Background: an optimization exercise with open tools, aiming at small area, a short achievable clock period and few clock cycles. Do not read the settings as production practice. The RTL was checked by simulation tests, not by an equivalence proof against the original design.

## job 101
Design mx_frame_tx, start of the top module:
module mx_frame_tx (
    input  wire       clk,
    input  wire       rst,
    input  wire       cmd_valid,
    output wire       cmd_ready,
    input  wire [7:0] cmd_len,
    input  wire       in_valid,
    output wire       in_ready,
    input  wire [7:0] in_data,
    output reg        w_valid,
    input  wire       w_ready,
    output reg  [7:0] w_data,
    output reg        w_last,
    output reg        rej
);
    localparam integer M    = 5;
    localparam integer MAXF = 160;
    localparam [7:0] SENT_END   = 8'h00;
    localparam [7:0] SENT_BEGIN = 8'h01;
    localparam [7:0] SENT_ENC   = 8'hFE;
    localparam [31:0] FNV_OFFSET = 32'h811C9DC5;
    function [7:0] b64_sym;
        input [5:0] v;
        begin
            case (v)
            6'd0: b64_sym = 8'h41;
            6'd1: b64_sym = 8'h42;
            6'd2: b64_sym = 8'h43;
            6'd3: b64_sym = 8'h44;
            6'd4: b64_sym = 8'h45;
            6'd5: b64_sym = 8'h46;
            6'd6: b64_sym = 8'h47;
            6'd7: b64_sym = 8'h48;
            6'd8: b64_sym = 8'h49;
            6'd9: b64_sym = 8'h4A;
            6'd10: b64_sym = 8'h4B;
            6'd11: b64_sym = 8'h4C;
            6'd12: b64_sym = 8'h4D;
            6'd13: b64_sym = 8'h4E;
            6'd14: b64_sym = 8'h4F;
            6'd15: b64_sym = 8'h50;
            6'd16: b64_sym = 8'h51;
            6'd17: b64_sym = 8'h52;
            6'd18: b64_sym = 8'h53;
            6'd19: b64_sym = 8'h54;
            6'd20: b64_sym = 8'h55;
            6'd21: b64_sym = 8'h56;
            6'd22: b64_sym = 8'h57;
            6'd23: b64_sym = 8'h58;
            6'd24: b64_sym = 8'h59;
            6'd25: b64_sym = 8'h5A;
            6'd26: b64_sym = 8'h61;
            6'd27: b64_sym = 8'h62;
            6'd28: b64_sym = 8'h63;
            6'd29: b64_sym = 8'h64;
            6'd30: b64_sym = 8'h65;
            6'd31: b64_sym = 8'h66;
            6'd32: b64_sym = 8'h67;
            6'd33: b64_sym = 8'h68;
            6'd34: b64_sym = 8'h69;
            6'd35: b64_sym = 8'h6A;
  ...
For scale: roughly 1,000 cells after synthesis.
clock: 10.0 ns
lec_check: 0
cap_margin: 20
core_margin: 2
core_utilization: 60
cts_buf_list: sky130_fd_sc_hd__clkbuf_8
cts_cluster_size: 40
setup_slack_margin: 5
slew_margin: 20
standard.sh (not shown) runs the stock make flow with config.mk's settings and CLKGATE_MAP_FILE= SYNTH_SCRIPT=/design/flow/synth_recipe.tcl, a recipe that flattens the netlist after the stock synthesis.
==> flow/flow/run.sh <==
#!/bin/bash
bash standard.sh SETUP_SLACK_MARGIN=6 "BUFFER_PORTS_ARGS=-buffer_cell sky130_fd_sc_hd__buf_2" finish > standard.log 2>&1
Testbench counts of job 101, summed over its fixed seeds: cycles 23,720.
### job 101 -> job 102
-- flow/design.v --
<<< job 101, line 100
    endfunction
    reg  [7:0]  rem;      
    reg         lfirst;   
    reg         pend;     
    reg         lact;     
>>> job 102, line 100
    endfunction
    reg  [7:0]  rem;      
    reg  [4:0]  sn;       
    reg         pend;     
    reg         lact;     
<<< job 101, line 119
        if (rst) begin
            rem   <= 8'd0;
            lfirst <= 1'b1;
            pend  <= 1'b0;
            lact  <= 1'b0;
>>> job 102, line 119
        if (rst) begin
            rem   <= 8'd0;
            sn    <= 5'd0;
            pend  <= 1'b0;
            lact  <= 1'b0;
<<< job 101, line 140
                lidx  <= 3'd0;
                rem   <= rem - {5'd0, rem_p};
                lfirst <= rem_le5;
                pend  <= !rem_le5;
            end else begin
>>> job 102, line 140
                lidx  <= 3'd0;
                rem   <= rem - {5'd0, rem_p};
                sn    <= rem_le5 ? 5'd0 : sn + 5'd1;
                pend  <= !rem_le5;
            end else begin
<<< job 101, line 152
    always @(posedge clk) begin
        if (lstart)
            lhdr <= {rem_le5, lfirst, 1'b0, lfirst ? 5'd0 : lhdr[4:0] + 5'd1};
        else if (wr && is_sent(in_data))
            lhdr[5] <= 1'b1;
>>> job 102, line 152
    always @(posedge clk) begin
        if (lstart)
            lhdr <= {rem_le5, sn == 5'd0, 1'b0, sn};
        else if (wr && is_sent(in_data))
            lhdr[5] <= 1'b1;
<<< job 101, line 518
    wire [31:0] rb = {fc168, fc166, fc164, fc162, fc160, fc158, fc156, fc154, fc152, fc150, fc148, fc146, fc144, fc142, fc140, fc138, fc136, fc134, fc132, fc130, fc128, fc126, fc124, fc122, fc120, fc118, hc116, fy[0], fy[2], fy[1], fy[0], 1'b0};
    assign hash_n = ra + rb;
    wire        hupd   = consume && hashing;
    wire [31:0] hf_oth = ({32{take}} & (FNV_OFFSET ^ {24'd0, lhdr})) | ({32{!take}} & hf);
    wire [31:0] hf_d   = hupd ? (hash_n ^ {24'd0, q[0]}) : hf_oth;
    reg  [5:0] sv;
    reg  [5:0] lo_n;
>>> job 102, line 518
    wire [31:0] rb = {fc168, fc166, fc164, fc162, fc160, fc158, fc156, fc154, fc152, fc150, fc148, fc146, fc144, fc142, fc140, fc138, fc136, fc134, fc132, fc130, fc128, fc126, fc124, fc122, fc120, fc118, hc116, fy[0], fy[2], fy[1], fy[0], 1'b0};
    assign hash_n = ra + rb;
    reg  [5:0] sv;
    reg  [5:0] lo_n;
<<< job 101, line 569
    end
    always @(posedge clk) begin
        hf <= hf_d;
        if (take)
            sbr <= lhdr;
>>> job 102, line 566
    end
    always @(posedge clk) begin
        if (take)
            hf <= FNV_OFFSET ^ {24'd0, lhdr};
        else if (consume && hashing)
            hf <= hash_n ^ {24'd0, q[0]};
        if (take)
            sbr <= lhdr;
Results
Number of enable flip-flop cells after synthesis in job 102 is 10 higher than in job 101. A end of the critical path of hf[31] is what job 102 shows, while hf[19] belongs to job 101. Job 101 → job 102: period utilization up 1.2 points; post-layout worst setup margin now sits lower. Job 102 vs job 101: cell area up in job 102. Number of global-route vias before repair went up slightly going from job 101 to job 102. When job 102 is set beside job 101, its upper clock frequency limit turns out to be 2.9% smaller. The count of clock buffers in the final design was comparable across job 101 and job 102. Job 102 ended up with a higher global-route met2 utilization than job 101 did. Relative to job 101, the multi-input combinational cell count measured on job 102 has increased slightly.
Testbench counts of job 102, summed over its fixed seeds: cycles 23,720.

-- separate check: timing with driven ports --
No port has a modelled driver above. Below, the same layouts with a new extraction and two added sets of constraints. Step 1 sets driving cells, clkbuf_16 on the clock port and buf_2 on the other inputs (assumed; they add their load-dependent delay and slew). Step 2 times the ports against the registers' clock, not the clock port: input delays grow and output delays shrink by t, the midpoint of the rising clock arrivals with the driver on. a / b / c = ideal ports / drivers / drivers and shift; a / b = the first two.
| run | t (ns) | slack for setup (ns) | worst hold slack (ns) | latest minus earliest clock arrival (ns) | worst register clock-pin slew, ns |
|---|---|---|---|---|---|
| job 101 | 0.499 | 5.989 / 5.989 / 5.650 | 0.479 / 0.479 / 0.479 | 0.012 / 0.012 | 0.09 / 0.09 |
| job 102 | 0.480 | 5.871 / 5.871 / 5.695 | 0.494 / 0.494 / 0.494 | 0.018 / 0.018 | 0.09 / 0.09 |
After both steps setup and hold are still met in every run listed. For job 101, which loses most, drivers alone change the setup slack by 0.000 ns; drivers and shift together by -0.339 ns.
